This design comes from an exercise in tuning for small area, a short achievable clock period and few clock cycles on the open sky130 flow, not from production work.
RTL that was checked went through simulation tests only; none was proved equivalent to the original.
Power and IR drop assume default switching activity.

==> v3 <==
==> flow/design.v (excerpt) <==
module shamac80 (
    input  wire        clk,
    input  wire        rst,         
    input  wire        cmd_valid,
    input  wire [31:0] cmd,
    input  wire [23:0] rnd,
    output wire        cmd_ready,
    output reg         resp_valid,
    output reg  [7:0]  res,
    output reg  [7:0]  rdata
);
Settings: LEC_CHECK=0, CAP_MARGIN=20, CORE_MARGIN=2, CORE_UTILIZATION=50, CTS_BUF_LIST=sky130_fd_sc_hd__clkbuf_8, CTS_CLUSTER_SIZE=30, PLACE_DENSITY=0.65, SLEW_MARGIN=20; clock period 12.0 ns.
standard.sh (not shown) runs the stock make flow with config.mk's settings and CLKGATE_MAP_FILE= SYNTH_SCRIPT=/design/flow/synth_recipe.tcl, a recipe that flattens the netlist after the stock synthesis.
==> flow/flow/run.sh <==
#!/bin/bash
set -euo pipefail
MARGIN=7
bash standard.sh SETUP_SLACK_MARGIN=$MARGIN synth > synth.log 2>&1
bash standard.sh SETUP_SLACK_MARGIN=$MARGIN > layout.log 2>&1
==> inputs of v14, as changes to v3 <==
--- a/flow/design.v
+++ b/flow/design.v
@@ -322,54 +322,56 @@
     wire [1:0] fmx   = bq_mx;
     wire [1:0] sslot = sel_bind ? 2'd1 : sel_auth ? 2'd2 : fslot;
     wire [63:0]  b_sec  = sec_q[64*sslot +: 64];
     wire [255:0] b_page = sel_bind ? bdata_q : sel_auth ? acct_q : page_q;
     wire [119:0] b_tail = sel_bind ? bind_tail : sel_auth ? auth_tail : tail_q;
     wire [1:0]   b_mx   = sel_bind ? 2'd0 : sel_auth ? auth_mx : fmx;
     wire [511:0] blk    = to_be(build_block_le(b_sec, b_page, b_tail, b_mx));
-    wire [7:0] r_m   = m_q[8*{la[5:2], ~la[1:0]} +: 8];
-    wire [7:0] r_pg  = (la[7:6] == 2'd1) ? page_q[8*la[4:0] +: 8] :
-                       la[5] ? bdata_q[8*la[4:0] +: 8] : acct_q[8*la[4:0] +: 8];
-    wire [4:0] sidx  = la[4:0] ^ 5'b10000;             
-    wire [7:0] r_sec = sec_q[8*sidx +: 8];
-    wire [7:0] r_tl  = tail_q[8*la[3:0] +: 8];
-    wire [5:0] ho_hb  = la[5:0] - 6'h10;
-    wire [5:0] ho_mac = la[5:0] - 6'h24;
-    wire [4:0] hidx = (la[5:0] < 6'h24) ? (ho_hb[4:0] ^ 5'd3)
-                                        : {3'd4 - ho_mac[4:2], ho_mac[1:0]};
-    wire [7:0] r_h = h_v[8*hidx +: 8];
-    wire [511:0] hi_arr;
+    function [7:0] hbyte;                
+        input integer k, b;
+        begin
+            hbyte = h_v[32*k + 8*b +: 8];
+        end
+    endfunction
+    wire [511:0] pg0, pg1, pg2, pg3, pg4;
     generate
-        for (ga = 0; ga < 64; ga = ga + 1) begin : g_hi
-            if (ga <= 'h06)                    assign hi_arr[8*ga +: 8] = bcode_q[8*ga +: 8];
-            else if (ga >= 'h08 && ga <= 'h0F) assign hi_arr[8*ga +: 8] = devaddr_q[8*(ga-'h08) +: 8];
-            else if (ga >= 'h10 && ga <= 'h13) assign hi_arr[8*ga +: 8] = ctr_q[8*(ga-'h10) +: 8];
-            else if (ga == 'h14)               assign hi_arr[8*ga +: 8] = pageno_q;
-            else if (ga >= 'h15 && ga <= 'h17) assign hi_arr[8*ga +: 8] = chal_q[8*(ga-'h15) +: 8];
-            else if (ga >= 'h18 && ga <= 'h2B) assign hi_arr[8*ga +: 8] = resp_q[8*(ga-'h18) +: 8];
-            else if (ga == 'h30)               assign hi_arr[8*ga +: 8] = {6'd0, rfr_q, ef_q};
-            else if (ga == 'h31)               assign hi_arr[8*ga +: 8] = err_byte(err_q);
-            else if (ga == 'h32)               assign hi_arr[8*ga +: 8] = {6'd0, authst_q};
-            else if (ga == 'h33)               assign hi_arr[8*ga +: 8] = fam_v;
-            else if (ga == 'h34)               assign hi_arr[8*ga +: 8] = crc8_q;
-            else if (ga == 'h36)               assign hi_arr[8*ga +: 8] = crc16_q[7:0];
-            else if (ga == 'h37)               assign hi_arr[8*ga +: 8] = crc16_q[15:8];
-            else                               assign hi_arr[8*ga +: 8] = 8'h00;
+        for (ga = 0; ga < 64; ga = ga + 1) begin : g_pg
+            assign pg0[8*ga +: 8] = m_q[8*{ga[5:2], ~ga[1:0]} +: 8];
+            if (ga < 'h20)                     assign pg1[8*ga +: 8] = page_q[8*ga +: 8];
+            else if (ga < 'h2F)                assign pg1[8*ga +: 8] = tail_q[8*(ga-'h20) +: 8];
+            else if (ga >= 'h30)               assign pg1[8*ga +: 8] = sec_q[8*(ga-'h30) +: 8];
+            else                               assign pg1[8*ga +: 8] = 8'h00;
+            if (ga < 'h10)                     assign pg2[8*ga +: 8] = sec_q[8*(ga+'h10) +: 8];
+            else if (ga < 'h24)                assign pg2[8*ga +: 8] = hbyte((ga-'h10)/4, 3-(ga-'h10)%4);
+            else if (ga < 'h38)                assign pg2[8*ga +: 8] = hbyte(4-(ga-'h24)/4, (ga-'h24)%4);
+            else                               assign pg2[8*ga +: 8] = 8'h00;
+            if (ga < 'h20)                     assign pg3[8*ga +: 8] = acct_q[8*ga +: 8];
+            else                               assign pg3[8*ga +: 8] = bdata_q[8*(ga-'h20) +: 8];
+            if (ga <= 'h06)                    assign pg4[8*ga +: 8] = bcode_q[8*ga +: 8];
+            else if (ga >= 'h08 && ga <= 'h0F) assign pg4[8*ga +: 8] = devaddr_q[8*(ga-'h08) +: 8];
+            else if (ga >= 'h10 && ga <= 'h13) assign pg4[8*ga +: 8] = ctr_q[8*(ga-'h10) +: 8];
+            else if (ga == 'h14)               assign pg4[8*ga +: 8] = pageno_q;
+            else if (ga >= 'h15 && ga <= 'h17) assign pg4[8*ga +: 8] = chal_q[8*(ga-'h15) +: 8];
+            else if (ga >= 'h18 && ga <= 'h2B) assign pg4[8*ga +: 8] = resp_q[8*(ga-'h18) +: 8];
+            else if (ga == 'h30)               assign pg4[8*ga +: 8] = {6'd0, rfr_q, ef_q};
+            else if (ga == 'h31)               assign pg4[8*ga +: 8] = err_byte(err_q);
+            else if (ga == 'h32)               assign pg4[8*ga +: 8] = {6'd0, authst_q};
+            else if (ga == 'h33)               assign pg4[8*ga +: 8] = fam_v;
+            else if (ga == 'h34)               assign pg4[8*ga +: 8] = crc8_q;
+            else if (ga == 'h36)               assign pg4[8*ga +: 8] = crc16_q[7:0];
+            else if (ga == 'h37)               assign pg4[8*ga +: 8] = crc16_q[15:8];
+            else                               assign pg4[8*ga +: 8] = 8'h00;
         end
     endgenerate
-    wire [7:0] r_hi = hi_arr[8*la[5:0] +: 8];
-    reg [7:0] rd_byte;
-    always @(*) begin
-        if (la[8])                                  rd_byte = r_hi;
-        else if (la[7:6] == 2'd0)                   rd_byte = r_m;
-        else if (la[7:5] == 3'd2 || la[7:6] == 2'd3) rd_byte = r_pg;
-        else if (la[7:4] == 4'h6)                   rd_byte = r_tl;
-        else if (la[7:4] == 4'h7 || la[7:4] == 4'h8) rd_byte = r_sec;
-        else                                        rd_byte = r_h;
-    end
+    wire [5:0] lo = la[5:0];
+    wire [7:0] rd_byte = ({8{la[8:6] == 3'd0}} & pg0[8*lo +: 8]) |
+                         ({8{la[8:6] == 3'd1}} & pg1[8*lo +: 8]) |
+                         ({8{la[8:6] == 3'd2}} & pg2[8*lo +: 8]) |
+                         ({8{la[8:6] == 3'd3}} & pg3[8*lo +: 8]) |
+                         ({8{la[8:6] == 3'd4}} & pg4[8*lo +: 8]);
     reg [31:0] y_q, q_q;
     reg [1:0]  kst_q;         
     reg        fch_q, fpar_q, fmaj_q;   
     reg [1:0]  kn_q;          
     reg        nch_q, npar_q, nmaj_q;   
     reg [31:0] p_q;           
     function [31:0] kval;
==> flow/flow/run.sh (replaced) <==
#!/bin/bash
set -euo pipefail
MARGIN=7
rm -rf synth_scripts
cp -r "$FLOW_HOME/scripts" synth_scripts
cp flow/abc_speed.script synth_scripts/abc_speed.script
bash standard.sh SCRIPTS_DIR="$PWD/synth_scripts" ADDER_MAP_FILE= SETUP_SLACK_MARGIN=$MARGIN synth > synth.log 2>&1
bash standard.sh SETUP_SLACK_MARGIN=$MARGIN > layout.log 2>&1
==> flow/flow/abc_speed.script (new file) <==
&get -n
&st
&dch
&nf -D 2000
&st
&syn2
&if -g -K 6
&synch2
&nf -D 2000
&put
buffer -c
topo
stime -c
upsize -c
dnsize -c
- CAP_MARGIN: 20 -> 30
- CORE_UTILIZATION: 50 -> 40
- CTS_CLUSTER_DIAMETER: unset -> 60
- CTS_CLUSTER_SIZE: 30 -> 12
- PLACE_DENSITY: 0.65 -> 0.55
- SLEW_MARGIN: 20 -> 30
==> comparison <==
- In v3 the clock-buffer cell count is higher than in v14, by 142.
- Of v14 and v3, v14 has the higher register-to-register slack (gap 1.3 ns).
- In sequential cell count, v14 and v3 do not differ.
- Wire length: v3 is lower than v14 (about 8%).
- Sequential share of layout area: v3 is higher than v14 (1.1 points).
- Of v3 and v14, v14 has the higher cell count (gap 6.8%, measured against v14).
- Against v3, the critical path depth of v14 is lower by 7.
Testbench counts of v14, summed over its fixed seeds: cycles 10,519.
The RTL of v3 was laid out without a check of its function.

---

==> wip/yarrow <==
shamac80 with an RTL version that a note above also has.
export LEC_CHECK = 0
export CAP_MARGIN = 20
export CORE_MARGIN = 2
export CORE_UTILIZATION = 50
export CTS_BUF_LIST = sky130_fd_sc_hd__clkbuf_8
export CTS_CLUSTER_DIAMETER = 60
export CTS_CLUSTER_SIZE = 12
export PLACE_DENSITY = 0.65
export SLEW_MARGIN = 20
create_clock -name core_clock -period 12.0 [get_ports {clk}]
==> flow/flow/run.sh <==
#!/bin/bash
set -euo pipefail
KNOBS="ADDER_MAP_FILE= SETUP_SLACK_MARGIN=6"
bash standard.sh $KNOBS synth > synth.log 2>&1
bash standard.sh $KNOBS > layout.log 2>&1
==> wip/xenon (differences from wip/yarrow) <==
==> flow/flow/run.sh (replaced) <==
#!/bin/bash
set -euo pipefail
MARGIN=7.5
rm -rf synth_scripts
cp -r "$FLOW_HOME/scripts" synth_scripts
cp flow/abc_speed.script synth_scripts/abc_speed.script
bash standard.sh SCRIPTS_DIR="$PWD/synth_scripts" ADDER_MAP_FILE= SETUP_SLACK_MARGIN=$MARGIN synth > synth.log 2>&1
bash standard.sh SETUP_SLACK_MARGIN=$MARGIN > layout.log 2>&1
==> flow/flow/abc_speed.script (new file) <==
&get -n
&st
&dch
&nf -D 2000
&st
&syn2
&if -g -K 6
&synch2
&nf -D 2000
&put
buffer -c
topo
stime -c
upsize -c
dnsize -c
- CAP_MARGIN: 20 -> 30
- CORE_UTILIZATION: 50 -> 40
- PLACE_DENSITY: 0.65 -> 0.55
- SLEW_MARGIN: 20 -> 30
==> impl_metrics.py <==
metrics = {
    "final_layout": {
        "clkCellAreaFrac_pct": 3.666,
        "final_util_pct": 47.83,
        "nFillCells": 30660,
    },
    "die": {
        "fp.dieW_um": 587.2,
        "num_rows": 214,
    },
    "worst_setup_path": {
        "rr_endpoint": "a_q[29]$_SDFFE_PP0P_",
        "startpoint": "fch_q$_DFF_P_",
    },
    "place": {
        "gp_congestion": 1.047,
    },
    "drt": {
        "wl_met3_um": 98300,
    },
    "cts": {
        "numCtsBuffers": 297,
    },
    "synth": {
        "synthTopCellsByCount": "1987 x edfxtp_1, 1077 x a21oi_1, 889 x nor2_1, 867 x nand2_1, 821 x clkbuf_1",
    },
    "outcome": {
        "status": "finished clean",
    },
    "power": {
        "power_switching_mw": 8.265,
    },
}
the above is filed under wip/xenon

==> impl_metrics.py <==
metrics = {
    "final_layout": {
        "clkCellAreaFrac_pct": 3.496,
        "final_util_pct": 54.90,
    },
    "die": {
        "fp.dieW_um": 527.9,
        "num_rows": 192,
    },
    "worst_setup_path": {
        "startpoint": "a_q[19]$_SDFFE_PP0P_",
        "rr_endpoint": "a_q[31]$_SDFFE_PP0P_",
    },
    "drt": {
        "wl_met3_um": 108900,
    },
    "outcome": {
        "status": "finished clean",
    },
    "power": {
        "power_switching_mw": 8.117,
    },
    "cts": {
        "numCtsBuffers": 270,
    },
    "place": {
        "gp_congestion": 1.095,
    },
}
the above is filed under wip/yarrow

Testbench counts of wip/yarrow, summed over its fixed seeds: cycles 10,519.
Testbench counts of wip/xenon, summed over its fixed seeds: cycles 10,519.

## re-timing with driven ports
Ports are ideal in the flow. The routed layouts listed here were re-timed in OpenROAD. Step 1 assumes that a clkbuf_16 drives the clock port and a buf_2 every other input. Step 2 times the ports against the registers' clock, not the clock port: input delays grow and output delays shrink by t, the midpoint of the rising clock arrivals with the driver on. Three values: ideal, step 1, step 2; two values: the first two.
run	t (ns)	setup WS [ns]	pins driven straight from the clock port
v3	1.272	5.349 / 5.349 / 5.349	1
v14	1.212	6.635 / 6.635 / 5.620	1
wip/yarrow	1.188	5.977 / 5.977 / 5.002	1
wip/xenon	1.246	6.750 / 6.750 / 5.587	1
After both steps every run listed still meets setup and hold. For wip/xenon, which loses most, drivers alone change the setup slack by 0.000 ns; drivers and shift together by -1.163 ns.
